This is an optimization exercise on Yosys and OpenROAD, whose aim is small area, a short achievable clock period and few clock cycles per item, not a production implementation. The RTL was checked by simulation tests, not by an equivalence proof against the original design. The clock port is modelled as an ideal driver; clocking choices that lean on that would not hold on a real chip. Power is estimated from default activity; no workload was simulated.

<file path="flow/design.v">
module tlb_core (
    input  wire        clk,
    input  wire        rst,           
    input  wire        req_valid,
    output wire        req_ready,
    input  wire [71:0] req_data,
    output reg         resp_valid,
    output reg  [66:0] resp_data,
    output reg         pt_en,
    output reg         pt_we,
    output reg  [19:0] pt_addr,
    output wire [32:0] pt_wdata,      
    input  wire [32:0] pt_rdata
);
    localparam OP_CFG   = 3'd1;
    localparam OP_SET   = 3'd2;
    localparam OP_XLATE = 3'd3;
    localparam OP_HITS  = 3'd4;
    localparam ST_OK         = 3'd0;
    localparam ST_BAD_CFG    = 3'd1;
    localparam ST_BAD_VPN    = 3'd2;
    localparam ST_XLATE_FLT  = 3'd3;
    localparam ST_BAD_STATE  = 3'd4;
    localparam ST_BAD_CMD    = 3'd5;
    localparam LC_UNCONF = 2'd0;
    localparam LC_READY  = 2'd1;
    localparam LC_DEAD   = 2'd2;
    reg  [1:0]  lifecycle;
    reg         cfg_ps;           
    reg  [1:0]  cfg_rows;         
    reg  [63:0] hits;
    reg         cv;
    reg  [2:0]  cmd_op;
    reg         cmd_p;
    reg  [31:0] cmd_a;
    reg  [31:0] cmd_b;
    reg         rdy;
    reg  [15:0] l_oh;
    reg  [17:0] l_key;
    reg         w_v;
    reg  [2:0]  w_st;
    reg  [1:0]  w_src;            
    reg  [3:0]  w_row;
    reg  [1:0]  w_way;
    reg  [12:0] w_off;
    reg         m1;               
    reg         m2;               
    reg  [12:0] m_off;
    reg  [19:0] m_v2;
    reg         m_v2ok;
    reg  [3:0]  m_row2;
    reg  [15:0] ins_oh;
    reg  [3:0]  ins_wv;
    reg  [17:0] ins_key;
    reg         hz;               
    reg         fwd;              
    reg  [3:0]  valid_q [0:15];
    reg  [5:0]  ord_q   [0:15];   
    reg  [17:0] key_q   [0:63];
    reg  [31:0] ppn_q   [0:63];
    assign req_ready = rdy;
    assign pt_wdata  = {cmd_p, cmd_b};
    function [63:0] compose;
        input [31:0] ppn;
        input [12:0] o;
        input        ps;
        begin
            if (ps) compose = {19'd0, ppn, o[12:0]};
            else    compose = {20'd0, ppn, o[11:0]};
        end
    endfunction
    function [3:0] row_of;
        input [31:0] a;
        input        ps;
        input [1:0]  rows;
        reg   [3:0]  v;
        begin
            v = ps ? a[16:13] : a[15:12];
            row_of = v & ((rows == 2'd0) ? 4'd3 : (rows == 2'd1) ? 4'd7 : 4'd15);
        end
    endfunction
    function [15:0] onehot;
        input [3:0] r;
        begin
            onehot = 16'd1 << r;
        end
    endfunction
    wire [19:0] vpn      = cfg_ps ? {1'b0, cmd_a[31:13]} : cmd_a[31:12];
    wire [12:0] off      = cfg_ps ? cmd_a[12:0] : {1'b0, cmd_a[11:0]};
    wire [19:0] pt_last  = cfg_ps ? 20'h7ffff : 20'hfffff;    
    wire        va_oor   = (vpn == pt_last);
    wire [19:0] vpn_next = vpn + 20'd1;
    wire        nxt_oor  = (vpn_next == pt_last);
    wire [3:0]  row_mask = (cfg_rows == 2'd0) ? 4'd3 : (cfg_rows == 2'd1) ? 4'd7 : 4'd15;
    wire [3:0]  row_own  = vpn[3:0] & row_mask;
    wire [3:0]  row_nxt  = vpn_next[3:0] & row_mask;
    wire        set_oor  = (cmd_a[31:20] != 12'd0) || (cmd_a[19:0] >= pt_last);
    wire is_xlate = (cmd_op == OP_XLATE);
    wire bad_op   = (cmd_op == 3'd0) || (cmd_op > OP_HITS);
    wire cmd_legal_state =
        (cmd_op == OP_CFG) ? (lifecycle == LC_UNCONF) : (lifecycle == LC_READY);
    wire cfg_a_ok = (cmd_a == 32'd4096) || (cmd_a == 32'd8192);
    wire cfg_b_ok = (cmd_b == 32'd4) || (cmd_b == 32'd8) || (cmd_b == 32'd16);
    wire ex     = cv && !m1 && !hz;
    wire cfg_ok = ex && !bad_op && (cmd_op == OP_CFG) && cmd_legal_state && cfg_a_ok && cfg_b_ok;
    wire        ps_next   = cfg_ok ? (cmd_a == 32'd8192) : cfg_ps;
    wire [1:0]  rows_next = cfg_ok ? ((cmd_b == 32'd4) ? 2'd0 : (cmd_b == 32'd8) ? 2'd1 : 2'd2)
                                   : cfg_rows;
    reg  [3:0]  lk_v;
    reg  [5:0]  lk_o;
    reg  [71:0] lk_k;
    integer i, r;
    always @(*) begin
        lk_v = 4'd0;
        lk_o = 6'd0;
        lk_k = 72'd0;
        for (r = 0; r < 16; r = r + 1) begin
            lk_v = lk_v | (valid_q[r] & {4{l_oh[r]}});
            lk_o = lk_o | (ord_q[r] & {6{l_oh[r]}});
            for (i = 0; i < 4; i = i + 1)
                lk_k[i*18 +: 18] = lk_k[i*18 +: 18] | (key_q[r*4+i] & {18{l_oh[r]}});
        end
    end
    reg  [3:0]  lk_hv;
    always @(*) begin
        for (i = 0; i < 4; i = i + 1)
            lk_hv[i] = lk_v[i] && (lk_k[i*18 +: 18] == l_key);
    end
    wire        lk_hit = |lk_hv;
    wire [1:0]  lk_way = {lk_hv[3] | lk_hv[2], lk_hv[3] | lk_hv[1]};
    wire x_go   = ex && is_xlate && cmd_legal_state && !va_oor;
    wire x_hit  = x_go && (lk_hit || (fwd && pt_rdata[32]));
    wire x_miss = x_go && !(lk_hit || (fwd && pt_rdata[32]));
    wire        pr_en  = (x_hit && !fwd) || (m1 && m_v2ok && lk_hit);
    wire [1:0]  pr_way = lk_way;
    wire        in_en  = (m1 || m2) && pt_rdata[32];
    wire [1:0]  in_way = {ins_wv[3] | ins_wv[2], ins_wv[3] | ins_wv[1]};
    reg  [3:0]  lk_vict;
    always @(*) begin
        if (!lk_v[0])      lk_vict = 4'b0001;
        else if (!lk_v[1]) lk_vict = 4'b0010;
        else if (!lk_v[2]) lk_vict = 4'b0100;
        else if (!lk_v[3]) lk_vict = 4'b1000;
        else if (!lk_o[0] && !lk_o[1] && !lk_o[2]) lk_vict = 4'b0001;
        else if ( lk_o[0] && !lk_o[3] && !lk_o[4]) lk_vict = 4'b0010;
        else if ( lk_o[1] &&  lk_o[3] && !lk_o[5]) lk_vict = 4'b0100;
        else               lk_vict = 4'b1000;
    end
    function [5:0] make_mru;
        input [5:0] o;
        input [1:0] w;
        begin
            make_mru = o;
            case (w)
                2'd0: begin make_mru[0] = 1'b1; make_mru[1] = 1'b1; make_mru[2] = 1'b1; end
                2'd1: begin make_mru[0] = 1'b0; make_mru[3] = 1'b1; make_mru[4] = 1'b1; end
                2'd2: begin make_mru[1] = 1'b0; make_mru[3] = 1'b0; make_mru[5] = 1'b1; end
                default: begin make_mru[2] = 1'b0; make_mru[4] = 1'b0; make_mru[5] = 1'b0; end
            endcase
        end
    endfunction
    function [21:0] port_of;       
        input [2:0]  op;
        input [31:0] a;
        input        ready;        
        input        ps;
        reg   [19:0] v;
        reg          oor;
        begin
            v   = ps ? {1'b0, a[31:13]} : a[31:12];
            oor = (a[31:20] != 12'd0) || (a[19:0] >= (ps ? 20'h7ffff : 20'hfffff));
            if (op == OP_SET) port_of = {ready && !oor, 1'b1, a[19:0]};
            else              port_of = {op == OP_XLATE, 1'b0, v};
        end
    endfunction
    wire m2_next  = m1 && m_v2ok && !lk_hit;
    wire hz_next  = m2_next && cv && is_xlate && (row_own == m_row2) && (vpn != m_v2);
    wire fwd_next = m2_next && cv && (vpn == m_v2);
    wire accept   = req_valid && rdy;
    wire take     = ex || !cv;                
    wire [3:0]  req_row = row_of(req_data[39:8], ps_next, rows_next);
    wire        lc_ready_next = cfg_ok || (lifecycle == LC_READY);
    wire [21:0] port_req = port_of(req_data[2:0], req_data[39:8], lc_ready_next, ps_next);
    wire [21:0] port_cmd = port_of(cmd_op, cmd_a, lifecycle == LC_READY, cfg_ps);
    wire [17:0] req_key = ps_next ? {1'b0, req_data[39:23]} : req_data[39:22];
    always @(posedge clk) begin
        if (rst) begin
            lifecycle  <= LC_UNCONF;
            cfg_ps     <= 1'b0;
            cfg_rows   <= 2'd0;
            hits       <= 64'd0;
            resp_valid <= 1'b0;
            resp_data  <= 67'd0;
            cv         <= 1'b0;
            rdy        <= 1'b1;
            m1         <= 1'b0;
            m2         <= 1'b0;
            pt_en      <= 1'b0;
            hz         <= 1'b0;
            fwd        <= 1'b0;
            w_v        <= 1'b0;
            for (r = 0; r < 16; r = r + 1) valid_q[r] <= 4'd0;
        end else begin
            if (take) begin
                cv <= accept;
                if (accept) begin
                    cmd_op <= req_data[2:0];
                    cmd_p  <= req_data[3];
                    cmd_a  <= req_data[39:8];
                    cmd_b  <= req_data[71:40];
                end
            end
            if (x_miss) begin
                l_oh  <= onehot(row_nxt);
                l_key <= vpn_next[19:2];
            end else if (take) begin
                l_oh  <= onehot(req_row);
                l_key <= req_key;
            end else begin
                l_oh  <= onehot(row_own);
                l_key <= vpn[19:2];
            end
            m1  <= x_miss;
            m2  <= m2_next;
            hz  <= hz_next;
            fwd <= fwd_next;
            rdy <= !x_miss && !hz_next;
            if (ex) begin
                m_off  <= off;
                m_v2   <= vpn_next;
                m_v2ok <= !nxt_oor;
                m_row2 <= row_nxt;
            end
            if (x_miss)
                {pt_en, pt_we, pt_addr} <= {!nxt_oor, 1'b0, vpn_next};
            else if (!take)
                {pt_en, pt_we, pt_addr} <= port_cmd;
            else if (accept)
                {pt_en, pt_we, pt_addr} <= port_req;
            else
                pt_en <= 1'b0;
            ins_oh  <= l_oh;
            ins_wv  <= lk_vict;
            ins_key <= l_key;
            for (r = 0; r < 16; r = r + 1) begin
                if (in_en && ins_oh[r]) begin
                    valid_q[r][in_way] <= 1'b1;
                    ord_q[r]           <= make_mru(ord_q[r], in_way);
                end else if (pr_en && l_oh[r]) begin
                    ord_q[r]           <= make_mru(ord_q[r], pr_way);
                end
            end
            for (r = 0; r < 16; r = r + 1)
                for (i = 0; i < 4; i = i + 1)
                    if (in_en && ins_oh[r] && ins_wv[i]) begin
                        key_q[r*4+i] <= ins_key;
                        ppn_q[r*4+i] <= pt_rdata[31:0];
                    end
            w_v   <= ex && !x_miss;
            w_st  <= ST_OK;
            w_src <= 2'd0;
            w_row <= row_own;
            w_way <= fwd ? in_way : lk_way;
            w_off <= off;
            if (bad_op) begin
                w_st <= ST_BAD_CMD;
            end else if (!cmd_legal_state) begin
                w_st <= ST_BAD_STATE;
            end else begin
                case (cmd_op)
                    OP_CFG: w_st <= (cfg_a_ok && cfg_b_ok) ? ST_OK : ST_BAD_CFG;
                    OP_SET: w_st <= set_oor ? ST_BAD_VPN : ST_OK;
                    OP_XLATE: begin
                        if (va_oor) w_st <= ST_XLATE_FLT;
                        else        w_src <= 2'd2;
                    end
                    default: w_src <= 2'd1;    
                endcase
            end
            if (ex && !bad_op && cmd_legal_state && cmd_op == OP_CFG) begin
                if (cfg_a_ok && cfg_b_ok) begin
                    cfg_ps    <= ps_next;
                    cfg_rows  <= rows_next;
                    for (r = 0; r < 16; r = r + 1) valid_q[r] <= 4'd0;
                    hits      <= 64'd0;
                    lifecycle <= LC_READY;
                end else begin
                    lifecycle <= LC_DEAD;
                end
            end
            if (x_hit && hits != {64{1'b1}})
                hits <= hits + 64'd1;
            resp_valid <= m1 || w_v;
            if (m1) begin
                if (pt_rdata[32])
                    resp_data <= {compose(pt_rdata[31:0], m_off, cfg_ps), ST_OK};
                else
                    resp_data <= {64'd0, ST_XLATE_FLT};
            end else begin
                case (w_src)
                    2'd1:    resp_data <= {hits, w_st};
                    2'd2:    resp_data <= {compose(ppn_q[{w_row, w_way}], w_off, cfg_ps), w_st};
                    default: resp_data <= {64'd0, w_st};
                endcase
            end
        end
    end
endmodule
</file>
<file path="flow/run.sh">
#!/bin/bash
# synth_recipe.tcl (not shown) runs the flow's synth.tcl, then flattens the netlist and writes it again
# the make line also repeats each setting of config.mk as NAME=value (left out here)
make -C /OpenROAD-flow-scripts/flow DESIGN_CONFIG=/design/flow/config.mk WORK_HOME=/design/flow/orfs CLKGATE_MAP_FILE= SYNTH_SCRIPT=/design/flow/synth_recipe.tcl finish
</file>
<file path="flow/config.mk">
export PLATFORM = sky130hd
export DESIGN_NAME = tlb_core
export DESIGN_NICKNAME = tlb_core
export VERILOG_FILES = /design/flow/design.v
export SDC_FILE = /design/flow/constraint.sdc
export NUM_CORES = 4
export LEC_CHECK = 0
export CAP_MARGIN = 20
export CORE_MARGIN = 2
export CORE_UTILIZATION = 45
export PLACE_DENSITY = 0.55
export SLEW_MARGIN = 20
</file>
<file path="flow/constraint.sdc">
create_clock -name core_clock -period 14.0 [get_ports {clk}]
set_input_delay 2.8000 -clock core_clock [delete_from_list [all_inputs] [get_ports {clk}]]
set_output_delay 2.8000 -clock core_clock [all_outputs]
set_load 0.01 [all_outputs]
</file>
==> metrics.log, run 1 <==
INFO  metric timing.slew.headroom = 0.109
INFO  metric dp.final_hpwl = 308,000 um
INFO  metric worst_hold_path_type = reg2reg
INFO  metric ctsRootBufferMaster = clkbuf_16
INFO  metric async_reset_ff_frac = 0
INFO  metric report.final.setup_viol = 0
INFO  metric grt_first_pass_wirelength = 741,000 um
INFO  metric cp_max_stage_delay = 0.92 ns
INFO  metric ant_nets = 0
INFO  metric finClkSkew = 0.0438 ns
INFO  metric totalPowerFinal = between 20 and 25 mW
INFO  metric drt_iter0_drc = between 15,000 and 20,000
INFO  metric wl = roughly 560,000 um
INFO  metric top_cell_by_count_worst_path = buf_4
INFO  metric synth.mux.area_fraction = 0.0115
INFO  metric synthesis.area_per_instance = around 17 um2
INFO  metric clock_tree_from_tritoncts = done
INFO  metric worst-path-buf-inv = 3
INFO  metric netlist-cell-type-count = between 70 and 80
INFO  metric post_synth_main_area_contributors = edfxtp_1 75%, a22oi_1 5.3%, dfxtp_1 3.0%
INFO  metric fp.dieH = 562 um
INFO  metric regToRegSetupSlack = a little over 7 ns
INFO  metric synth_compound_gate_area_share = 0.124
INFO  metric critical_path.startpoint_type = input pin
INFO  metric track_usage = 0.344
INFO  metric yosys.area_share.adder = 0.00125
INFO  metric reg2reg_from = l_oh[10]
INFO  metric post_synth_xor_area_fraction = 0.00768
INFO  metric finalWorstPathRequiredPeriod = between 7 and 8 ns
INFO  metric detail_route.wl_per_cell = around 42 um
INFO  metric synthDominantCellAreaShare = 0.753
INFO  metric netlist.top_cell.by_area = edfxtp_1
INFO  metric tightest_slew = 1.34 ns
INFO  metric count_of_hold_buffers_inserted_by_post_cts_repair = 0
INFO  metric cts_max_path_buffers = 4
INFO  metric total_setup_buffers_inserted_after_cts = 0
INFO  metric crit_cells = 6
INFO  metric synth_edf_count = approximately 3,500
INFO  metric rows = about 200
INFO  metric via_count_normalized_by_instance_count = around 7
INFO  metric netlist_top_cells_count = 3,517 x edfxtp_1, 994 x a22oi_1, 414 x clkbuf_1, 365 x a22o_1, 349 x a221oi_1
INFO  metric setup_repair_after_global_routing_missed_its_margin = false
INFO  metric synth_sequential_area_ratio = 0.783
INFO  metric depth_of_the_cts_h_tree = 5
INFO  metric route.detailed.drc = 0
INFO  metric first_global_vias = roughly 85,000
INFO  metric num-fill-cells = about 25,000
INFO  metric total_of_cells_resized_after_clock_tree_synthesis = 0
INFO  metric die-width = around 560 um
INFO  metric worst_ep_required_time = around 15 ns
INFO  metric timing.critical_path.max_delay_family = buffers and inverters
INFO  metric timing.critical_path.cells = clkdlybuf4s50_1 -> o21a_1 -> nand2_1 -> nor2_4 -> buf_4 -> buf_4
INFO  metric finalHoldViolations = 0
INFO  metric number_of_ports_placed_on_the_die_boundary = 232
INFO  metric synth.most_common_cell = edfxtp_1
INFO  metric synthSimpleGateAreaFrac = 0.0550
INFO  metric floorplan.core_area = between 300,000 and 400,000 um2
INFO  metric worstSetupStartpoint = pt_rdata[32]
INFO  metric synthToLayoutAreaGrowth = 15.0%
INFO  metric result_of_the_run = timing/DRC/antenna clean
INFO  metric reg2reg_to = ord_q[2][2]
INFO  metric clk_pin_slew_worst_paths = roughly 0.06 ns
INFO  metric layout-drive-gt1-share = 0.125
INFO  metric synthesis.instances = 8,395
INFO  metric vias = slightly above 90,000
INFO  metric synth.yosys.warnings = 5
INFO  metric cap_viol_max_count = 0
INFO  metric setup.worst_path.end_class = register
INFO  metric synth-main-ff-cell = edfxtp_1
INFO  metric critPathSlowestCell = nor2_4
INFO  metric drt-pass1-iter-count = 6
INFO  metric place.port_buffers = 227
INFO  metric finalCritPeriodShare = 0.503
INFO  metric slew_violations = 0
INFO  metric synthesis.area = 140,000 um2
INFO  metric tritoncts.num_buffers = approximately 370
INFO  metric synth.net_count = about 8,500
INFO  metric grt_max_degree = 85
INFO  metric worst-setup-path-type = in2reg
INFO  metric peak_supply_drop = 0.0996 mV
INFO  metric grt_overflow_total = 0
INFO  metric r2r_cells = 13
INFO  metric utilization = 0.521
INFO  metric dieArea = about 320,000 um2
INFO  metric antenna_found_initial = 45
INFO  metric setup_tns_final = 0 ns
INFO  metric p_leak = approximately 51 nW
INFO  metric max_freq = roughly 140 MHz
INFO  metric synth-seq-cells = 3,726
INFO  metric dominant_combinational_cell_family_by_area_after_synthesis = compound AO/OA/AOI/OAI gates
INFO  metric crit_fanout = 32
INFO  metric numClockSinks = roughly 3,700
INFO  metric worstSetupEndpoint = ppn_q[54][25]
INFO  metric worst_skew_pair.late_latency = between 0.9 and 1 ns
INFO  metric power.density = between 100 and 150 nW/um2
INFO  metric initial_utilization = 0.453
INFO  metric layout_nets = about 9,000
INFO  metric arrival = 7.60 ns
INFO  metric gp_congestion = 0.886
worst min-delay path by stage:
stage | startpoint | end | slack, ns | depth (start not counted)
3_5_place_dp | w_v | resp_valid | 0.42 | 2
2_1_floorplan | w_v | resp_valid | 0.41 | 2
4_1_cts | w_v | resp_valid | 0.44 | 2
3_3_place_gp | w_v | resp_valid | 0.43 | 2
6_report | w_v | resp_valid | 0.44 | 2
5_1_grt | valid_q[5][2] | valid_q[5][2] | 0.48 | 2
cell type report:
| type | instances | area (um2) | share of cell area |
|---|---|---|---|
| Antenna cell | 14 | 35.0 | 0.000217 |
| Clock inverter | 216 | 1940 | 0.0120 |
| Multi-Input combinational cell | 4040 | 29000 | 0.180 |
| Inverter | 77 | 292 | 0.00181 |
| Clock buffer | 473 | 9990 | 0.0619 |
| Sequential cell | 3726 | 110000 | 0.681 |
| Timing Repair Buffer | 611 | 5080 | 0.0315 |
| Tap cell | 4120 | 5150 | 0.0320 |
report_power, final:
| group | internal [mW] | switching (mW) | total (mW) |
|---|---|---|---|
| Clock | 5.58 | 4.36 | 9.94 |
| Combinational | 0.182 | 0.564 | 0.747 |
| Sequential | 12.2 | 0.0361 | 12.2 |
| Total | 18.0 | 4.96 | 22.9 |
registers in the layout, summed over array words and instances, names as in the netlist, 16 cells and up:
signal / flops
cmd_a: 32
cmd_b: 32
hits: 64
ins_key: 18
ins_oh: 16
key_q: 1152
l_key: 18
l_oh: 16
m_v2: 18
ord_q: 96
ppn_q: 2048
pt_addr: 20
resp_data: 67
valid_q: 64
logic make-up (layout without fill, tap and decap cells):
family / count (synthesis) / after routing
adders and majority gates: 14 / 14
and+or+nand+nor: 1463 / 1463
DFF: 3726 / 3726
buffers and inverters: 629 / 1377
muxes: 157 / 157
AOI/OAI and AO/OA: 2283 / 2283
other: 0 / 14
xor gates and xnor gates: 123 / 123
cells in the final DEF, fill, tap and decap left out, drive strengths merged, types with 18 or more instances in the layout:
cell | synthesis | routed
buf | 138 | 417
a221oi | 349 | 349
a21oi | 240 | 240
nand4 | 327 | 327
nand3 | 114 | 114
nor3 | 47 | 47
a21o | 34 | 34
nand2 | 294 | 294
a211oi | 24 | 24
and3 | 29 | 29
nor4 | 62 | 62
o22ai | 66 | 66
clkinv | 3 | 167
nor2 | 290 | 290
bufinv | 0 | 28
edfxtp | 3517 | 3517
and2 | 39 | 39
a22oi | 994 | 994
mux2i | 130 | 130
xor2 | 98 | 98
a211o | 18 | 18
clkdlybuf4s50 | 0 | 194
xnor2 | 25 | 25
o211ai | 20 | 20
or4 | 70 | 70
inv | 74 | 93
or3 | 114 | 114
a22o | 365 | 365
dfxtp | 209 | 209
mux2 | 27 | 27
o21ai | 107 | 107
clkbuf | 414 | 473
layer usage:
metal | vias to the layer above | global-route usage | wire length, um
li1 | 35582 | - | -
met1 | 47983 | 0.486 | 208000
met2 | 7909 | 0.513 | 243000
met3 | 1278 | 0.0956 | 83100
met4 | 28 | 0.120 | 23800
met5 | - | 0 | 221
worst reg2reg max path, stage by stage (launching register included):
cell and delay, ns:
edfxtp_1 0.32, buf_4 0.51, buf_4 0.66, buf_4 0.65, a22o_1 0.24, a221oi_1 0.05, nand4_1 0.31, xor2_1 0.18
nor4_1 0.83, nand2_1 0.27, o32ai_4 0.74, nor2_1 0.31, or4b_2 1.03, o31ai_1 0.38
per-stage QoR:
step | worst slack (ns) | hold slack, ns | cell area, um2 | std cells
global route | 6.99 | 0.485 | 161000 | 13266
global placement | 6.25 | 0.433 | 149000 | 12570
CTS | 7.19 | 0.437 | 161000 | 13263
detailed placement | 6.22 | 0.422 | 149000 | 12574
finish | 6.96 | 0.438 | 161000 | 13277
floorplan | 5.39 | 0.411 | 140000 | 8395
Testbench counts, summed over its fixed seeds: cycles 46,253, items 31,896.
==> run 2: changes to the inputs <==
--- a/flow/config.mk
+++ b/flow/config.mk
@@ -7,6 +7,6 @@
 export LEC_CHECK = 0
 export CAP_MARGIN = 20
 export CORE_MARGIN = 2
-export CORE_UTILIZATION = 45
-export PLACE_DENSITY = 0.55
+export CORE_UTILIZATION = 22
+export PLACE_DENSITY = 0.25
 export SLEW_MARGIN = 20
==> metrics.log, run 2 <==
INFO  metric track_usage = 0.239 (was 0.344)
INFO  metric peak_supply_drop = 0.105 mV (was 0.0996 mV)
INFO  metric drt_iter0_drc = 10,797 (was 19,669)
INFO  metric synth_sequential_area_ratio = 0.783 (unchanged)
INFO  metric drt-pass1-iter-count = 6 (unchanged)
INFO  metric final.hold.worst_slack = 0.441 ns (was 0.438 ns)
INFO  metric layout_nets = 9,086 (was 8,952)
INFO  metric layout.cells.most_common = edfxtp_1 (unchanged)
INFO  metric rows = 293 (was 204)
INFO  metric largest_register_ffs = 2,048 (unchanged)
INFO  metric synth.most_common_cell = edfxtp_1 (unchanged)
INFO  metric num-fill-cells = 64,485 (was 25,088)
INFO  metric clk_pin_slew_worst_paths = 0.06 ns (about the same)
INFO  metric worst_skew_pair.late_latency = 1.06 ns (was 0.97 ns)
INFO  metric numClockSinks = 3,726 (unchanged)
INFO  metric setup.worst_path.end_class = register (unchanged)
INFO  metric netlist.top_cell.by_area = edfxtp_1 (unchanged)
INFO  metric synthToLayoutAreaGrowth = 21.4% (was 15.0%)
INFO  metric synth_edf_count = 3,517 (unchanged)
INFO  metric layout-drive-gt1-share = 0.140 (was 0.125)
INFO  metric async_reset_ff_frac = 0 (unchanged)
INFO  metric vias = 89,605 (was 92,780)
INFO  metric placement.cell_area = 156,000 um2 (was 149,000 um2)
INFO  metric max_freq = 152 MHz (was 142 MHz)
INFO  metric post_synth_main_area_contributors = edfxtp_1 75%, a22oi_1 5.3%, dfxtp_1 3.0% (unchanged)
INFO  metric layout_setup_ws = 7.44 ns (was 6.96 ns)
INFO  metric synthesis.area_per_instance = 16.7 um2 (unchanged)
INFO  metric seq_area = 110,000 um2 (unchanged)
INFO  metric finalCritPeriodShare = 0.468 (was 0.503)
INFO  metric grt_first_pass_wirelength = 1,000,000 um (was 741,000 um)
INFO  metric arrival = 7.32 ns (was 7.60 ns)
INFO  metric grt_overflow_total = 0 (unchanged)
INFO  metric dp.final_hpwl = 443,000 um (was 308,000 um)
INFO  metric dp_worst_setup_slack = 6.42 ns (was 6.22 ns)
INFO  metric count_of_hold_buffers_inserted_by_post_cts_repair = 0 (unchanged)
INFO  metric worst-setup-path-type = reg2reg (was in2reg)
INFO  metric finalHoldViolations = 0 (unchanged)
INFO  metric tightest_slew = 1.23 ns (was 1.34 ns)
INFO  metric synthesis.instances = 8,395 (unchanged)
INFO  metric finClkSkew = 0.0752 ns (was 0.0438 ns)
INFO  metric totalPowerFinal = 24.8 mW (was 22.9 mW)
INFO  metric final_cell_mix = 3,517 x edfxtp_1, 994 x a22oi_1, 471 x clkbuf_16 (was 3,517 x edfxtp_1, 994 x a22oi_1, 379 x clkbuf_16)
INFO  metric setup_repair_after_global_routing_missed_its_margin = false (unchanged)
INFO  metric initial_utilization = 0.221 (was 0.453)
INFO  metric clock_tree_from_tritoncts = done (unchanged)
INFO  metric fp.dieH = 802 um (was 562 um)
INFO  metric synth-main-ff-cell = edfxtp_1 (unchanged)
INFO  metric worst_hold_path_type = reg2reg (unchanged)
INFO  metric synthDominantCellAreaShare = 0.753 (unchanged)
INFO  metric power.density = 146 nW/um2 (was 142 nW/um2)
INFO  metric total_of_cells_resized_after_clock_tree_synthesis = 0 (unchanged)
INFO  metric synthesis.area = 140,000 um2 (unchanged)
INFO  metric worst_ep_required_time = 14.76 ns (was 14.56 ns)
INFO  metric area_used_by_multi_input_combinational_logic = 29,100 um2 (was 29,000 um2)
INFO  metric cap_viol_max_count = 0 (unchanged)
INFO  metric result_of_the_run = timing/DRC/antenna clean (unchanged)
INFO  metric gp_congestion = 0.741 (was 0.886)
INFO  metric antenna_found_initial = 124 (was 45)
INFO  metric final_design_area_no_fill = 170,000 um2 (was 161,000 um2)
INFO  metric wl = 794,000 um (was 558,000 um)
INFO  metric max_flop_register = ppn_q (unchanged)
INFO  metric via_count_normalized_by_instance_count = 5.04 (was 6.99)
INFO  metric dieArea = 644,000 um2 (was 316,000 um2)
INFO  metric place.port_buffers = 227 (unchanged)
INFO  metric tritoncts.num_buffers = 463 (was 374)
INFO  metric synth-seq-cells = 3,726 (unchanged)
INFO  metric critical_path.startpoint_type = register (was input pin)
INFO  metric depth_of_the_cts_h_tree = 5 (unchanged)
INFO  metric ctsRootBufferMaster = clkbuf_16 (unchanged)
INFO  metric report.final.setup_viol = 0 (unchanged)
INFO  metric p_leak = 52.5 nW (was 50.8 nW)
INFO  metric total_setup_buffers_inserted_after_cts = 0 (unchanged)
INFO  metric grt_max_degree = 71 (was 85)
INFO  metric synth.net_count = 8,517 (unchanged)
INFO  metric cts_max_path_buffers = 4 (unchanged)
INFO  metric number_of_ports_placed_on_the_die_boundary = 232 (unchanged)
INFO  metric floorplan.core_area = 636,000 um2 (was 309,000 um2)
INFO  metric ant_nets = 0 (unchanged)
INFO  metric setup_tns_final = 0 ns (unchanged)
INFO  metric netlist-cell-type-count = 77 (unchanged)
INFO  metric detail_route.wl_per_cell = 44.7 um (was 42.0 um)
INFO  metric slew_violations = 0 (unchanged)
INFO  metric reg_top3 = ppn_q (2048), key_q (1152), ord_q (96) (unchanged)
INFO  metric finalWorstPathRequiredPeriod = 6.56 ns (was 7.04 ns)
INFO  metric netlist_top_cells_count = 3,517 x edfxtp_1, 994 x a22oi_1, 414 x clkbuf_1, 365 x a22o_1, 349 x a221oi_1 (unchanged)
INFO  metric route.detailed.drc = 0 (unchanged)
INFO  metric synth.yosys.warnings = 5 (unchanged)
INFO  metric crit_fanout = 33 (was 32)
INFO  metric timing.slew.headroom = 0.177 (was 0.109)
INFO  metric first_global_vias = 87,162 (was 84,777)
INFO  metric die-width = 802 um (was 562 um)
[run 2: worst max-delay path: stages, from the launching register on]
cell,delay [ns]
edfxtp_1,0.88
buf_4,0.51
buf_4,0.50
a22o_1,0.24
a221oi_1,0.10
nand3_1,0.31
nor2_1,0.15
nor4_1,0.84
nand2_1,0.26
o32ai_4,0.76
a211oi_4,0.03
buf_4,0.27
nand2_2,0.28
buf_4,0.54
mux2_2,0.44
[run 2: area by class of cell]
type                    instances  area share
flip-flops and latches       3726       0.645
clock buffers                 594      0.0727
well taps                    8407      0.0618
diodes                         22    0.000323
clock inverters               255      0.0123
inverters                      77     0.00173
multi-input cells            4040       0.171
repair buffers                656      0.0352
[run 2: power breakdown]
group	switching [mW]	total (mW)	leakage [nW]	internal (mW)
registers	0.0410	12.3	33.4	12.2
clock network	5.03	11.7	7.08	6.70
logic	0.673	0.865	12.0	0.192
[run 2: per-layer routing]
| metal | vias up | global-route usage | routed length (um) |
|---|---|---|---|
| met5 | - | 0 | 43 |
| met4 | 6 | 0.0363 | 13600 |
| met3 | 648 | 0.0263 | 37300 |
| met2 | 3244 | 0.410 | 389000 |
| met1 | 49732 | 0.330 | 354000 |
| li1 | 35975 | - | - |
[run 2: final timing paths]
| path | from | depth (start not counted) | slack [ns] | to |
|---|---|---|---|---|
| hold / removal | m_off[8] | 2 | 0.44 | resp_data[11] |
| hold reg to reg | m_off[8] | 2 | 0.44 | resp_data[11] |
| setup / recovery | l_oh[1] | 14 | 7.44 | l_key[5] |
| setup reg to reg | l_oh[1] | 14 | 7.44 | l_key[5] |
[run 2: through the flow]
step	util	instances
2_1_floorplan	-	8395
3_3_place_gp	0.245	16899
3_5_place_dp	0.245	16905
4_1_cts	0.268	17754
5_1_grt	0.268	17758
6_report	0.268	17777
[run 2: kinds of logic after synthesis]
kind of cell | Yosys count | share of synthesized area
simple gates | 1463 | 0.0550
xor+xnor | 123 | 0.00768
buf+inv | 629 | 0.0176
fa+ha+maj | 14 | 0.00125
mux | 157 | 0.0115
compound gates | 2283 | 0.124
flops | 3726 | 0.783
==> run 3: changes to the inputs <==
--- a/flow/design.v
+++ b/flow/design.v
@@ -51,6 +51,8 @@
     reg  [3:0]  m_row2;
     reg  [15:0] ins_oh;
     reg  [3:0]  ins_wv;
+    reg  [63:0] ins_sel;          
+    reg         ins_go;           
     reg  [17:0] ins_key;
     reg         hz;               
     reg         fwd;              
@@ -133,7 +135,7 @@
     wire x_miss = x_go && !(lk_hit || (fwd && pt_rdata[32]));
     wire        pr_en  = (x_hit && !fwd) || (m1 && m_v2ok && lk_hit);
     wire [1:0]  pr_way = lk_way;
-    wire        in_en  = (m1 || m2) && pt_rdata[32];
+    wire        in_en  = pt_rdata[32] && ins_go;
     wire [1:0]  in_way = {ins_wv[3] | ins_wv[2], ins_wv[3] | ins_wv[1]};
     reg  [3:0]  lk_vict;
     always @(*) begin
@@ -196,6 +198,8 @@
             m1         <= 1'b0;
             m2         <= 1'b0;
             pt_en      <= 1'b0;
+            ins_oh     <= 16'd0;
+            ins_go     <= 1'b0;
             hz         <= 1'b0;
             fwd        <= 1'b0;
             w_v        <= 1'b0;
@@ -235,11 +239,13 @@
                 {pt_en, pt_we, pt_addr} <= {!nxt_oor, 1'b0, vpn_next};
             else if (!take)
                 {pt_en, pt_we, pt_addr} <= port_cmd;
-            else if (accept)
-                {pt_en, pt_we, pt_addr} <= port_req;
             else
-                pt_en <= 1'b0;
+                {pt_en, pt_we, pt_addr} <= {accept && port_req[21], port_req[20:0]};
             ins_oh  <= l_oh;
+            for (r = 0; r < 16; r = r + 1)
+                for (i = 0; i < 4; i = i + 1)
+                    ins_sel[r*4+i] <= l_oh[r] && lk_vict[i];
+            ins_go  <= x_miss || m2_next;
             ins_wv  <= lk_vict;
             ins_key <= l_key;
             for (r = 0; r < 16; r = r + 1) begin
@@ -252,7 +258,7 @@
             end
             for (r = 0; r < 16; r = r + 1)
                 for (i = 0; i < 4; i = i + 1)
-                    if (in_en && ins_oh[r] && ins_wv[i]) begin
+                    if (in_en && ins_sel[r*4+i]) begin
                         key_q[r*4+i] <= ins_key;
                         ppn_q[r*4+i] <= pt_rdata[31:0];
                     end
==> flow/flow/run.sh (new file) <==
#!/bin/bash
set -uo pipefail
work=$(pwd)
bash standard.sh POST_CTS_TCL="$work/flow/post_cts.tcl" finish > "$work/standard_sh.log" 2>&1
==> flow/flow/post_cts.tcl (new file) <==
# Sourced by ORFS cts.tcl after its own repair and detailed placement, before
# 4_1_cts.odb is written. The clock and constraints are unchanged; only the
# target slack of the repair is larger.
puts "post_cts: extra setup repair"
estimate_parasitics -placement
report_worst_slack
repair_timing -setup -setup_margin 8.5 -repair_tns 100 -max_iterations 3000 -verbose
set result [catch { detailed_placement } msg]
if { $result != 0 } {
  error "post_cts: detailed placement failed: $msg"
}
check_placement -verbose
estimate_parasitics -placement
report_worst_slack
==> flow/standard.sh (new file) <==
#!/bin/bash
# synth_recipe.tcl (not shown) runs the flow's synth.tcl, then flattens the netlist and writes it again
# the make line also repeats each setting of config.mk as NAME=value (left out here)
make -C /OpenROAD-flow-scripts/flow DESIGN_CONFIG=/design/flow/config.mk WORK_HOME=/design/flow/orfs CLKGATE_MAP_FILE= SYNTH_SCRIPT=/design/flow/synth_recipe.tcl "${@:-finish}"
removed: flow/run.sh
==> metrics.log, run 3 <==
INFO  metric numClockSinks = 3,789 (was 3,726)
INFO  metric route.detailed.drc = 0 (unchanged)
INFO  metric crit_fanout = 15 (was 33)
INFO  metric tightest_slew = 1.15 ns (was 1.23 ns)
INFO  metric dp.final_hpwl = 471,000 um (was 443,000 um)
INFO  metric grt_first_pass_wirelength = 1,010,000 um (was 1,000,000 um)
INFO  metric max_freq = 178 MHz (was 152 MHz)
INFO  metric die-width = 810 um (was 802 um)
INFO  metric critPathSlowestCell = nor2_4 (was edfxtp_1)
INFO  metric synthesis.area_per_instance = 17.0 um2 (was 16.7 um2)
INFO  metric async_reset_ff_frac = 0 (unchanged)
INFO  metric synth_sequential_area_ratio = 0.781 (was 0.783)
INFO  metric largest_register_ffs = 2,048 (unchanged)
INFO  metric antenna_found_initial = 125 (was 124)
INFO  metric setup.worst_path.end_class = register (unchanged)
INFO  metric synth.net_count = 8,533 (was 8,517)
INFO  metric initial_utilization = 0.221 (about the same)
INFO  metric vias = 90,769 (was 89,605)
INFO  metric power.density = 144 nW/um2 (was 146 nW/um2)
INFO  metric reg_top3 = ppn_q (2048), key_q (1152), ord_q (96) (unchanged)
INFO  metric post_synth_main_area_contributors = edfxtp_1 75%, a22oi_1 5.4%, dfxtp_1 3.2% (was edfxtp_1 75%, a22oi_1 5.3%, dfxtp_1 3.0%)
INFO  metric dieArea = 656,000 um2 (was 644,000 um2)
INFO  metric final_cell_mix = 3,564 x edfxtp_1, 1,018 x a22oi_1, 478 x clkbuf_16 (was 3,517 x edfxtp_1, 994 x a22oi_1, 471 x clkbuf_16)
INFO  metric first_global_vias = 89,490 (was 87,162)
INFO  metric cp_max_stage_delay = 1.01 ns (was 0.88 ns)
INFO  metric arrival = 6.57 ns (was 7.32 ns)
INFO  metric clk_pin_slew_worst_paths = 0.05 ns (was 0.06 ns)
INFO  metric synthToLayoutAreaGrowth = 21.5% (was 21.4%)
INFO  metric synth-main-ff-cell = edfxtp_1 (unchanged)
INFO  metric grt_overflow_total = 0 (unchanged)
INFO  metric worst_skew_pair.late_latency = 1.06 ns (about the same)
INFO  metric finalCritPeriodShare = 0.402 (was 0.468)
INFO  metric synthesis.area = 143,000 um2 (was 140,000 um2)
INFO  metric floorplan.core_area = 646,000 um2 (was 636,000 um2)
INFO  metric timing.critical_path.cells = buf_12 -> buf_4 -> nand4bb_1 -> nor2_4 -> buf_4 -> a22oi_1 -> nand4_1 -> nor4_1 -> nand2_1 -> o21ai_0 -> mux2i_1 -> a22oi_1 -> o22ai_1 (was buf_4 -> buf_4 -> a22o_1 -> a221oi_1 -> nand3_1 -> nor2_1 -> nor4_1 -> nand2_1 -> o32ai_4 -> a211oi_4 -> buf_4 -> nand2_2 -> buf_4 -> mux2_2)
INFO  metric number_of_ports_placed_on_the_die_boundary = 232 (unchanged)
INFO  metric worst_ep_required_time = 14.94 ns (was 14.76 ns)
INFO  metric layout.cells.most_common = edfxtp_1 (unchanged)
INFO  metric synth_edf_count = 3,564 (was 3,517)
INFO  metric ant_nets = 0 (unchanged)
INFO  metric synth.most_common_cell = edfxtp_1 (unchanged)
INFO  metric synthDominantCellAreaShare = 0.749 (was 0.753)
INFO  metric post_layout_nonfiller_instances = 18,080 (was 17,777)
INFO  metric finalWorstPathRequiredPeriod = 5.63 ns (was 6.56 ns)
INFO  metric finalHoldViolations = 0 (unchanged)
INFO  metric slew_violations = 0 (unchanged)
INFO  metric gp_congestion = 0.747 (was 0.741)
INFO  metric fp.dieH = 810 um (was 802 um)
INFO  metric cap_viol_max_count = 0 (unchanged)
INFO  metric synth.yosys.warnings = 5 (unchanged)
INFO  metric place.port_buffers = 227 (unchanged)
INFO  metric report.final.setup_viol = 0 (unchanged)
INFO  metric synthesis.instances = 8,411 (was 8,395)
INFO  metric timing.slew.headroom = 0.232 (was 0.177)
INFO  metric result_of_the_run = timing/DRC/antenna clean (unchanged)
INFO  metric clock_tree_from_tritoncts = done (unchanged)
INFO  metric finClkSkew = 0.0487 ns (was 0.0752 ns)
INFO  metric p_leak = 54.2 nW (was 52.5 nW)
INFO  metric max_flop_register = ppn_q (unchanged)
INFO  metric setup_repair_after_global_routing_missed_its_margin = false (unchanged)
INFO  metric peak_supply_drop = 0.107 mV (was 0.105 mV)
INFO  metric drt-pass1-iter-count = 8 (was 6)
INFO  metric track_usage = 0.237 (was 0.239)
INFO  metric layout_nets = 9,182 (was 9,086)
INFO  metric grt_max_degree = 93 (was 71)
INFO  metric wl = 802,000 um (was 794,000 um)
INFO  metric worst-setup-path-type = reg2reg (unchanged)
INFO  metric netlist-cell-type-count = 91 (was 77)
INFO  metric drt_iter0_drc = 11,114 (was 10,797)
INFO  metric synth-seq-cells = 3,789 (was 3,726)
INFO  metric netlist.top_cell.by_area = edfxtp_1 (unchanged)
INFO  metric via_count_normalized_by_instance_count = 5.02 (was 5.04)
INFO  metric detail_route.wl_per_cell = 44.4 um (was 44.7 um)
INFO  metric critical_path.startpoint_type = register (unchanged)
INFO  metric worst_hold_path_type = reg2reg (unchanged)
INFO  metric netlist_top_cells_count = 3,564 x edfxtp_1, 1,018 x a22oi_1, 386 x clkbuf_1, 342 x a22o_1, 340 x a221oi_1 (was 3,517 x edfxtp_1, 994 x a22oi_1, 414 x clkbuf_1, 365 x a22o_1, 349 x a221oi_1)
INFO  metric setup_tns_final = 0 ns (unchanged)
INFO  metric dp_cells = 17,150 (was 16,905)
INFO  metric rows = 295 (was 293)
INFO  metric layout-drive-gt1-share = 0.159 (was 0.140)
[run 3: cells by family after synthesis]
| kind of cell | share of synthesized area |
|---|---|
| AO/OA/AOI/OAI | 0.125 |
| XOR/XNOR | 0.00718 |
| adder cells (fa/ha/maj) | 0.00123 |
| buffers and inverters | 0.0180 |
| flip-flops | 0.781 |
| multiplexers | 0.0127 |
| AND/OR/NAND/NOR | 0.0547 |
[run 3: worst paths after layout]
check / end / cells after the start / slack (ns) / start
setup reg to reg: resp_data[41] / 13 / 8.37 / w_row[1]
hold / removal: resp_valid / 2 / 0.43 / w_v
hold reg to reg: resp_valid / 2 / 0.43 / w_v
setup / recovery: resp_data[41] / 13 / 8.37 / w_row[1]
[run 3: layout make-up]
class | instances | area, um2
diodes | 35 | 87.6
clock buffers | 612 | 12600
clock inverters | 229 | 1620
fillers | 65506 | 472000
inverters | 78 | 300
multi-input cells | 3992 | 30000
flip-flops and latches | 3789 | 112000
well taps | 8613 | 10800
repair buffers | 732 | 6660
[run 3: per-layer routing]
| metal | up-vias | GRT usage | part of all wire |
|---|---|---|---|
| li1 | 36488 | - | - |
| met4 | 0 | 0.0393 | 0.018 |
| met3 | 629 | 0.0243 | 0.044 |
| met2 | 3240 | 0.406 | 0.49 |
| met1 | 50412 | 0.328 | 0.45 |
| met5 | - | 0 | 0 |
[run 3: worst max-delay path: cells and delay by family (launching register included)]
family / cells / cell delay, ns
buffers and inverters: 3 / 1.08
AO/OA/AOI/OAI: 4 / 1.01
multiplexers: 1 / 0.24
AND/OR/NAND/NOR: 5 / 2.68
flip-flops: 1 / 0.41
[run 3: where the power goes]
part / internal, mW / switching [mW] / total [mW]
Combinational: 0.199 / 0.684 / 0.883
Clock: 6.61 / 5.01 / 11.6
Sequential: 12.4 / 0.0447 / 12.5
[run 3: stage by stage]
stage / area, um2 / util / power, mW / hold slack [ns] / setup WS [ns]
2_1_floorplan: 143000 / - / 13.0 / 0.411 / 4.05
3_3_place_gp: 158000 / 0.245 / 13.6 / 0.447 / 6.00
3_5_place_dp: 158000 / 0.245 / 13.6 / 0.425 / 6.02
5_1_grt: 173000 / 0.269 / 25.7 / 0.474 / 8.23
6_report: 174000 / 0.269 / 25.0 / 0.431 / 8.37
Testbench counts of run 3, summed over its fixed seeds: cycles 46,253, items 31,896.
==> run 4: changes to the inputs <==
--- a/flow/flow/post_cts.tcl
+++ b/flow/flow/post_cts.tcl
@@ -4,7 +4,7 @@
 puts "post_cts: extra setup repair"
 estimate_parasitics -placement
 report_worst_slack
-repair_timing -setup -setup_margin 8.5 -repair_tns 100 -max_iterations 3000 -verbose
+repair_timing -setup -setup_margin 9.1 -repair_tns 100 -max_iterations 3000 -verbose
 set result [catch { detailed_placement } msg]
 if { $result != 0 } {
   error "post_cts: detailed placement failed: $msg"
==> metrics.log, run 4 <==
INFO  metric synthesis.area = 143,000 um2 (unchanged)
INFO  metric synthToLayoutAreaGrowth = 24.5% (was 21.5%)
INFO  metric antenna_found_initial = 109 (was 125)
INFO  metric finalWorstPathRequiredPeriod = 5.14 ns (was 5.63 ns)
INFO  metric netlist.top_cell.by_area = edfxtp_1 (unchanged)
INFO  metric slew_violations = 0 (unchanged)
INFO  metric route.detailed.drc = 0 (unchanged)
INFO  metric gp_congestion = 0.747 (unchanged)
INFO  metric grt_first_pass_wirelength = 1,050,000 um (was 1,010,000 um)
INFO  metric dp.final_hpwl = 471,000 um (unchanged)
INFO  metric arrival = 5.77 ns (was 6.57 ns)
INFO  metric largest_register_ffs = 2,048 (unchanged)
INFO  metric critical_path.startpoint_type = input pin (was register)
INFO  metric totalPowerFinal = 25.1 mW (was 25.0 mW)
INFO  metric synthesis.instances = 8,411 (unchanged)
INFO  metric timing.critical_path.cells = clkdlybuf4s50_1 -> buf_4 -> and2_4 -> buf_12 -> buf_4 -> and3_4 -> buf_4 (was buf_12 -> buf_4 -> nand4bb_1 -> nor2_4 -> buf_4 -> a22oi_1 -> nand4_1 -> nor4_1 -> nand2_1 -> o21ai_0 -> mux2i_1 -> a22oi_1 -> o22ai_1)
INFO  metric setup.worst_path.end_class = register (unchanged)
INFO  metric wl = 832,000 um (was 802,000 um)
INFO  metric setup_repair_after_global_routing_missed_its_margin = false (unchanged)
INFO  metric drt_iter0_drc = 10,526 (was 11,114)
INFO  metric detail_route.wl_per_cell = 45.4 um (was 44.4 um)
INFO  metric num-fill-cells = 65,145 (was 65,506)
INFO  metric finalCritPeriodShare = 0.367 (was 0.402)
INFO  metric synth-seq-cells = 3,789 (unchanged)
INFO  metric number_of_ports_placed_on_the_die_boundary = 232 (unchanged)
INFO  metric layout-drive-gt1-share = 0.185 (was 0.159)
INFO  metric critPathSlowestCell = buf_4 (was nor2_4)
INFO  metric synthDominantCellAreaShare = 0.749 (unchanged)
INFO  metric track_usage = 0.246 (was 0.237)
INFO  metric clk_pin_slew_worst_paths = 0.05 ns (about the same)
INFO  metric post_synth_main_area_contributors = edfxtp_1 75%, a22oi_1 5.4%, dfxtp_1 3.2% (unchanged)
INFO  metric numClockSinks = 3,789 (unchanged)
INFO  metric rows = 295 (unchanged)
INFO  metric peak_supply_drop = 0.106 mV (was 0.107 mV)
INFO  metric cap_viol_max_count = 0 (unchanged)
INFO  metric netlist_top_cells_count = 3,564 x edfxtp_1, 1,018 x a22oi_1, 386 x clkbuf_1, 342 x a22o_1, 340 x a221oi_1 (unchanged)
INFO  metric dp_cells = 17,150 (unchanged)
INFO  metric final_cell_mix = 3,564 x edfxtp_1, 1,018 x a22oi_1, 508 x clkbuf_16 (was 3,564 x edfxtp_1, 1,018 x a22oi_1, 478 x clkbuf_16)
INFO  metric final.hold.worst_slack = 0.431 ns (about the same)
INFO  metric setup_tns_final = 0 ns (unchanged)
INFO  metric timing.critical_path.max_delay_family = buffers and inverters (was simple AND/OR/NAND/NOR gates)
INFO  metric crit_fanout = 20 (was 15)
INFO  metric max_freq = 195 MHz (was 178 MHz)
INFO  metric ant_nets = 0 (unchanged)
INFO  metric vias = 92,443 (was 90,769)
INFO  metric netlist-cell-type-count = 91 (unchanged)
INFO  metric die-width = 810 um (unchanged)
INFO  metric cp_max_stage_delay = 0.71 ns (was 1.01 ns)
INFO  metric finalHoldViolations = 0 (unchanged)
INFO  metric reg_top3 = ppn_q (2048), key_q (1152), ord_q (96) (unchanged)
INFO  metric synth.most_common_cell = edfxtp_1 (unchanged)
INFO  metric p_leak = 56.1 nW (was 54.2 nW)
INFO  metric fp.dieH = 810 um (unchanged)
INFO  metric worst-setup-path-type = in2reg (was reg2reg)
INFO  metric clock_tree_from_tritoncts = done (unchanged)
INFO  metric floorplan.core_area = 646,000 um2 (unchanged)
INFO  metric timing.slew.headroom = 0.275 (was 0.232)
INFO  metric synth-main-ff-cell = edfxtp_1 (unchanged)
INFO  metric synth_edf_count = 3,564 (unchanged)
INFO  metric first_global_vias = 91,208 (was 89,490)
INFO  metric layout_nets = 9,411 (was 9,182)
INFO  metric worst_ep_required_time = 14.63 ns (was 14.94 ns)
INFO  metric drt-pass1-iter-count = 6 (was 8)
INFO  metric top_cell_by_count_worst_path = buf_4
INFO  metric worst-path-buf-inv = 5 (was 3)
INFO  metric dieArea = 656,000 um2 (unchanged)
INFO  metric power.density = 141 nW/um2 (was 144 nW/um2)
INFO  metric worst_hold_path_type = reg2reg (unchanged)
INFO  metric synth_sequential_area_ratio = 0.781 (unchanged)
INFO  metric layout.cells.most_common = edfxtp_1 (unchanged)
INFO  metric post_layout_nonfiller_instances = 18,308 (was 18,080)
INFO  metric async_reset_ff_frac = 0 (unchanged)
INFO  metric grt_max_degree = 94 (was 93)
INFO  metric synth.net_count = 8,533 (unchanged)
INFO  metric via_count_normalized_by_instance_count = 5.05 (was 5.02)
INFO  metric place.port_buffers = 227 (unchanged)
INFO  metric report.final.setup_viol = 0 (unchanged)
INFO  metric max_flop_register = ppn_q (unchanged)
INFO  metric tightest_slew = 1.09 ns (was 1.15 ns)
INFO  metric finClkSkew = 0.0536 ns (was 0.0487 ns)
INFO  metric worst_skew_pair.late_latency = 1.06 ns (about the same)
INFO  metric initial_utilization = 0.221 (unchanged)
INFO  metric synthesis.area_per_instance = 17.0 um2 (unchanged)
INFO  metric grt_overflow_total = 0 (unchanged)
INFO  metric synth.yosys.warnings = 5 (unchanged)
INFO  metric result_of_the_run = timing/DRC/antenna clean (unchanged)
-- run 4: cell counts after synthesis --
No cell type changed its count.
-- run 4: metrics by stage --
stage / setup slack [ns] / utilization / instance area [um2]
2_1_floorplan: 4.05 / - / 143000
6_report: 8.86 / 0.275 / 178000
3_3_place_gp: 6.00 / 0.245 / 158000
3_5_place_dp: 6.02 / 0.245 / 158000
5_1_grt: 8.78 / 0.275 / 178000
-- run 4: final cells by class --
cell class | count | area (um2) | area share
inverters | 78 | 312 | 0.00175
flip-flops and latches | 3789 | 112000 | 0.627
diodes | 34 | 85.1 | 0.000479
repair buffers | 957 | 10400 | 0.0583
clock inverters | 229 | 1620 | 0.00909
multi-input cells | 3996 | 30500 | 0.172
clock buffers | 612 | 12600 | 0.0706
well taps | 8613 | 10800 | 0.0606
-- run 4: worst reg2reg max path: stages (launching register included) --
cell	delay, ns
edfxtp_1	0.54
buf_12	0.24
buf_8	0.23
a22o_1	0.33
a221oi_2	0.21
nand4_1	0.38
xor2_1	0.30
nor4_2	0.44
nand2_2	0.20
buf_4	0.20
o32ai_4	0.28
buf_12	0.20
inv_1	0.14
ha_1	0.23
buf_12	0.17
nor2_4	0.14
buf_12	0.19
nand2_1	0.10
o21ai_0	0.11
and2_1	0.18
-- run 4: where the power goes --
group	leakage (nW)	internal, mW	switching [mW]
Combinational	15.0	0.246	0.727
Clock	6.95	6.61	5.02
Sequential	34.2	12.4	0.0441
Total	56.1	19.3	5.79
-- run 4: logic make-up (layout without fill, tap and decap cells) --
group,after synthesis,in the layout,synth area share
flops,3789,3789,0.781
compound gates,2258,2259,0.125
simple gates,1427,1433,0.0547
buf+inv,633,1876,0.0180
mux,173,173,0.0127
xor+xnor,117,117,0.00718
fa+ha+maj,14,14,0.00123
other cells,0,34,0
-- run 4: path summary, 6_finish.rpt --
kind           startpoint            end  slack [ns]  depth (start not counted)
max          pt_rdata[32]  ppn_q[36][17]        8.86                          7
min                   w_v     resp_valid        0.43                          2
max reg2reg       l_oh[5]    ord_q[2][5]        8.92                         19
min reg2reg           w_v     resp_valid        0.43                          2
-- run 4: layer usage --
layer / GRT usage / wire length (um) / vias up
li1: - / - / 36977
met1: 0.341 / 377000 / 51754
met2: 0.421 / 405000 / 3038
met3: 0.0208 / 32000 / 670
met4: 0.0468 / 17800 / 4
met5: 0 / 30 / -
==> run 5: changes to the inputs <==
--- a/flow/design.v
+++ b/flow/design.v
@@ -45,10 +45,6 @@
     reg  [12:0] w_off;
     reg         m1;               
     reg         m2;               
-    reg  [12:0] m_off;
-    reg  [19:0] m_v2;
-    reg         m_v2ok;
-    reg  [3:0]  m_row2;
     reg  [15:0] ins_oh;
     reg  [3:0]  ins_wv;
     reg  [63:0] ins_sel;          
@@ -120,7 +116,9 @@
             lk_v = lk_v | (valid_q[r] & {4{l_oh[r]}});
             lk_o = lk_o | (ord_q[r] & {6{l_oh[r]}});
             for (i = 0; i < 4; i = i + 1)
-                lk_k[i*18 +: 18] = lk_k[i*18 +: 18] | (key_q[r*4+i] & {18{l_oh[r]}});
+                lk_k[i*18 +: 18] = lk_k[i*18 +: 18] |
+                    (((r >= 8) ? {key_q[r*4+i][17:2], l_key[1:0]} :
+                      (r >= 4) ? {key_q[r*4+i][17:1], l_key[0]} : key_q[r*4+i]) & {18{l_oh[r]}});
         end
     end
     reg  [3:0]  lk_hv;
@@ -133,7 +131,7 @@
     wire x_go   = ex && is_xlate && cmd_legal_state && !va_oor;
     wire x_hit  = x_go && (lk_hit || (fwd && pt_rdata[32]));
     wire x_miss = x_go && !(lk_hit || (fwd && pt_rdata[32]));
-    wire        pr_en  = (x_hit && !fwd) || (m1 && m_v2ok && lk_hit);
+    wire        pr_en  = (x_hit && !fwd) || (m1 && pt_en && lk_hit);
     wire [1:0]  pr_way = lk_way;
     wire        in_en  = pt_rdata[32] && ins_go;
     wire [1:0]  in_way = {ins_wv[3] | ins_wv[2], ins_wv[3] | ins_wv[1]};
@@ -175,9 +173,9 @@
             else              port_of = {op == OP_XLATE, 1'b0, v};
         end
     endfunction
-    wire m2_next  = m1 && m_v2ok && !lk_hit;
-    wire hz_next  = m2_next && cv && is_xlate && (row_own == m_row2) && (vpn != m_v2);
-    wire fwd_next = m2_next && cv && (vpn == m_v2);
+    wire m2_next  = m1 && pt_en && !lk_hit;
+    wire hz_next  = m2_next && cv && is_xlate && ((onehot(row_own) & l_oh) != 16'd0) && (vpn != pt_addr);
+    wire fwd_next = m2_next && cv && (vpn == pt_addr);
     wire accept   = req_valid && rdy;
     wire take     = ex || !cv;                
     wire [3:0]  req_row = row_of(req_data[39:8], ps_next, rows_next);
@@ -229,12 +227,6 @@
             hz  <= hz_next;
             fwd <= fwd_next;
             rdy <= !x_miss && !hz_next;
-            if (ex) begin
-                m_off  <= off;
-                m_v2   <= vpn_next;
-                m_v2ok <= !nxt_oor;
-                m_row2 <= row_nxt;
-            end
             if (x_miss)
                 {pt_en, pt_we, pt_addr} <= {!nxt_oor, 1'b0, vpn_next};
             else if (!take)
@@ -299,7 +291,7 @@
             resp_valid <= m1 || w_v;
             if (m1) begin
                 if (pt_rdata[32])
-                    resp_data <= {compose(pt_rdata[31:0], m_off, cfg_ps), ST_OK};
+                    resp_data <= {compose(pt_rdata[31:0], w_off, cfg_ps), ST_OK};
                 else
                     resp_data <= {64'd0, ST_XLATE_FLT};
             end else begin
==> metrics.log, run 5 <==
INFO  metric worst_ep_required_time = 14.65 ns (was 14.63 ns)
INFO  metric slew_violations = 0 (unchanged)
INFO  metric netlist-cell-type-count = 88 (was 91)
INFO  metric first_global_vias = 87,525 (was 91,208)
INFO  metric finalCritPeriodShare = 0.366 (was 0.367)
INFO  metric initial_utilization = 0.221 (about the same)
INFO  metric power.density = 144 nW/um2 (was 141 nW/um2)
INFO  metric finalWorstPathRequiredPeriod = 5.12 ns (was 5.14 ns)
INFO  metric route.detailed.drc = 0 (unchanged)
INFO  metric p_leak = 53.5 nW (was 56.1 nW)
INFO  metric post_synth_main_area_contributors = edfxtp_1 75%, a22oi_1 5.6%, dfxtp_1 3.3% (was edfxtp_1 75%, a22oi_1 5.4%, dfxtp_1 3.2%)
INFO  metric die-width = 798 um (was 810 um)
INFO  metric p_clk_frac = 0.473 (was 0.464)
INFO  metric synth-seq-cells = 3,673 (was 3,789)
INFO  metric worst_hold_path_type = reg2reg (unchanged)
INFO  metric grt_overflow_total = 0 (unchanged)
INFO  metric setup_repair_after_global_routing_missed_its_margin = false (unchanged)
INFO  metric setup.worst_path.end_class = register (unchanged)
INFO  metric rows = 291 (was 295)
INFO  metric arrival = 5.78 ns (was 5.77 ns)
INFO  metric max_freq = 195 MHz (about the same)
INFO  metric timing.critical_path.cells = clkdlybuf4s50_1 -> buf_4 -> and2_4 -> buf_12 -> buf_4 -> and3_4 -> buf_4 (unchanged)
INFO  metric synthToLayoutAreaGrowth = 23.4% (was 24.5%)
INFO  metric dp.final_hpwl = 460,000 um (was 471,000 um)
INFO  metric synthesis.area = 139,000 um2 (was 143,000 um2)
INFO  metric power.switching_fraction = 0.232 (was 0.231)
INFO  metric cap_viol_max_count = 0 (unchanged)
INFO  metric drt-pass1-iter-count = 6 (unchanged)
INFO  metric netSwitchingPower = 5.73 mW (was 5.79 mW)
INFO  metric synth.net_count = 8,411 (was 8,533)
INFO  metric netlist.top_cell.by_area = edfxtp_1 (unchanged)
INFO  metric number_of_ports_placed_on_the_die_boundary = 232 (unchanged)
INFO  metric clock_tree_from_tritoncts = done (unchanged)
INFO  metric timing.slew.headroom = 0.159 (was 0.275)
INFO  metric antenna_found_initial = 105 (was 109)
INFO  metric critical_path.startpoint_type = input pin (unchanged)
INFO  metric largest_register_ffs = 2,048 (unchanged)
INFO  metric max_flop_register = ppn_q (unchanged)
INFO  metric peak_supply_drop = 0.104 mV (was 0.106 mV)
INFO  metric async_reset_ff_frac = 0 (unchanged)
INFO  metric worstSetupEndpoint = ppn_q[6][14] (was ppn_q[36][17])
INFO  metric synth-main-ff-cell = edfxtp_1 (unchanged)
INFO  metric pwr-share-seq = 0.490 (was 0.497)
INFO  metric netlist_top_cells_count = 3,448 x edfxtp_1, 1,034 x a22oi_1, 433 x clkbuf_1, 324 x a22o_1, 321 x nand4_1 (was 3,564 x edfxtp_1, 1,018 x a22oi_1, 386 x clkbuf_1, 342 x a22o_1, 340 x a221oi_1)
INFO  metric synth.yosys.warnings = 5 (unchanged)
INFO  metric floorplan.core_area = 628,000 um2 (was 646,000 um2)
INFO  metric dp_cells = 16,733 (was 17,150)
INFO  metric final.hold.worst_slack = 0.450 ns (was 0.431 ns)
INFO  metric wl = 810,000 um (was 832,000 um)
INFO  metric gp_congestion = 0.754 (was 0.747)
INFO  metric grt_max_degree = 84 (was 94)
INFO  metric layout_setup_ws = 8.88 ns (was 8.86 ns)
INFO  metric numClockSinks = 3,673 (was 3,789)
INFO  metric critPathSlowestCell = buf_4 (unchanged)
INFO  metric layout_nets = 9,109 (was 9,411)
INFO  metric drt_iter0_drc = 10,288 (was 10,526)
INFO  metric layout.cells.most_common = edfxtp_1 (unchanged)
INFO  metric cp_max_stage_delay = 0.78 ns (was 0.71 ns)
INFO  metric int_pwr = 18.9 mW (was 19.3 mW)
INFO  metric track_usage = 0.247 (was 0.246)
INFO  metric utilization = 0.272 (was 0.275)
INFO  metric worstSetupStartpoint = pt_rdata[32] (unchanged)
INFO  metric dp_worst_setup_slack = 6.15 ns (was 6.02 ns)
INFO  metric finClkSkew = 0.0608 ns (was 0.0536 ns)
INFO  metric detail_route.wl_per_cell = 45.6 um (was 45.4 um)
INFO  metric result_of_the_run = timing/DRC/antenna clean (unchanged)
INFO  metric top_cell_by_count_worst_path = buf_4 (unchanged)
INFO  metric synthesis.instances = 8,284 (was 8,411)
INFO  metric layout-drive-gt1-share = 0.164 (was 0.185)
INFO  metric dieArea = 636,000 um2 (was 656,000 um2)
INFO  metric r2r_cells = 15 (was 19)
INFO  metric fp.dieH = 798 um (was 810 um)
INFO  metric clk_pin_slew_worst_paths = 0.06 ns (was 0.05 ns)
INFO  metric grt_first_pass_wirelength = 1,020,000 um (was 1,050,000 um)
INFO  metric p_comb_frac = 0.037 (was 0.039)
INFO  metric worst-setup-path-type = in2reg (unchanged)
INFO  metric via_count_normalized_by_instance_count = 5.02 (was 5.05)
INFO  metric tightest_slew = 1.25 ns (was 1.09 ns)
INFO  metric synth_edf_count = 3,448 (was 3,564)
INFO  metric reg2reg_from = l_oh[9] (was l_oh[5])
INFO  metric finalHoldViolations = 0 (unchanged)
INFO  metric synthesis.area_per_instance = 16.7 um2 (was 17.0 um2)
INFO  metric report.final.setup_viol = 0 (unchanged)
INFO  metric worst_skew_pair.late_latency = 1.07 ns (was 1.06 ns)
INFO  metric reg2reg_to = hits[29] (was ord_q[2][5])
INFO  metric place.port_buffers = 227 (unchanged)
INFO  metric final_cell_mix = 3,448 x edfxtp_1, 1,034 x a22oi_1, 474 x clkbuf_16 (was 3,564 x edfxtp_1, 1,018 x a22oi_1, 508 x clkbuf_16)
INFO  metric crit_fanout = 19 (was 20)
INFO  metric post_layout_nonfiller_instances = 17,748 (was 18,308)
INFO  metric synthDominantCellAreaShare = 0.747 (was 0.749)
INFO  metric synth_sequential_area_ratio = 0.780 (was 0.781)
INFO  metric vias = 89,090 (was 92,443)
INFO  metric reg_top3 = ppn_q (2048), key_q (1072), ord_q (96) (was ppn_q (2048), key_q (1152), ord_q (96))
INFO  metric ant_nets = 0 (unchanged)
INFO  metric setup_tns_final = 0 ns (unchanged)
INFO  metric regToRegSetupSlack = 9.07 ns (was 8.92 ns)
INFO  metric synth.most_common_cell = edfxtp_1 (unchanged)
## run 5: cell types whose count changed after synthesis, sizes merged, moves of 17 or more
cell and change:
edfxtp -116, buf -55, nor4 -17, o21ai +39, a221oi -21, a211oi +17
mux2i +35, a22o -18, nand2 +35, clkbuf +45, a32o -47
## run 5: power by group through the flow
stage / Clock (mW) / Sequential [mW] / Combinational [mW]
floorplan: 0 / 12.3 / 0.260
global placement: 0 / 12.3 / 0.876
detailed placement: 0 / 12.3 / 0.878
global route: 12.3 / 12.1 / 0.942
finish: 11.7 / 12.1 / 0.906
## run 5: critical path, delay by kind of cell
kind                   cells  cell delay, ns
buffers and inverters      5            1.88
AND/OR/NAND/NOR            2            0.88
## run 5: worst min-delay path by stage
| stage | start | to | slack (ns) | cells past startpoint |
|---|---|---|---|---|
| 6_report | w_off[9] | resp_data[12] | 0.45 | 1 |
| 3_3_place_gp | valid_q[5][2] | valid_q[5][2] | 0.43 | 2 |
| 2_1_floorplan | w_v | resp_valid | 0.41 | 2 |
| 5_1_grt | w_v | resp_valid | 0.47 | 2 |
| 3_5_place_dp | valid_q[4][3] | valid_q[4][3] | 0.45 | 2 |
## run 5: logic make-up (layout without fill, tap and decap cells)
logic type / after synthesis / in the layout / share of synthesized area
AOI/OAI and AO/OA: 2217 / 2217 / 0.123
xor gates and xnor gates: 109 / 109 / 0.00689
adders and majority gates: 19 / 19 / 0.00172
buffers and inverters: 627 / 1703 / 0.0180
DFF: 3673 / 3673 / 0.780
muxes: 203 / 203 / 0.0151
other: 0 / 29 / 0
and+or+nand+nor: 1436 / 1445 / 0.0559
## run 5: metrics by stage
step	area (um2)	power [mW]
2_1_floorplan	139000	12.6
3_3_place_gp	153000	13.2
3_5_place_dp	153000	13.2
5_1_grt	171000	25.4
6_report	171000	24.7
## run 5: final cells by class
type / instances / area (um2)
repair buffers: 775 / 8000
clock buffers: 594 / 12300
fillers: 63254 / 457000
clock inverters: 254 / 2160
multi-input cells: 3993 / 29600
flip-flops and latches: 3673 / 108000
inverters: 80 / 313
well taps: 8350 / 10400
diodes: 29 / 72.6
## run 5: per-layer routing
layer | track usage | vias up | share of wire
met2 | 0.429 | 2830 | 0.49
met4 | 0.0434 | 4 | 0.019
met5 | 0 | - | 0.000033
li1 | - | 35917 | -
met3 | 0.0219 | 612 | 0.039
met1 | 0.340 | 49727 | 0.45
Testbench counts of run 5, summed over its fixed seeds: cycles 46,253, items 31,896.

==> separate check: timing with driven ports <==
How much do the figures lean on ideal ports? The routed layouts below were timed once more, with nothing changed but the port constraints.
Step 1 (the two cells are an assumption about what drives the block):
set clk [get_ports {clk}]
set_driving_cell -lib_cell sky130_fd_sc_hd__clkbuf_16 $clk
set_driving_cell -lib_cell sky130_fd_sc_hd__buf_2 [delete_from_list [all_inputs] $clk]
Step 2 adds t to the input delays and takes it off the output delays; t is the mean of the earliest and latest rising clock arrival at the registers after step 1. Input paths then give back, and output paths get back, about the clock's delay inside the block.
Three values: no drivers, after step 1, after step 2; two values: the first two.
run | shift t [ns] | setup slack, ns | worst setup path at the end | worst register clock-pin slew, ns
run 1 | 1.058 | 6.962 / 7.049 / 5.992 | input to register | 0.07 / 0.07
run 2 | 1.158 | 7.442 / 7.442 / 6.483 | input to register | 0.07 / 0.07
run 3 | 1.149 | 8.369 / 8.369 / 7.414 | input to register | 0.07 / 0.07
run 4 | 1.155 | 8.860 / 8.916 / 7.801 | input to register | 0.07 / 0.07
run 5 | 1.147 | 8.875 / 8.899 / 7.808 | input to register | 0.06 / 0.06
After both steps every run listed still meets setup and hold. The setup slack of run 5, which loses most, moves by +0.024 ns with the drivers and by -1.067 ns with both steps.
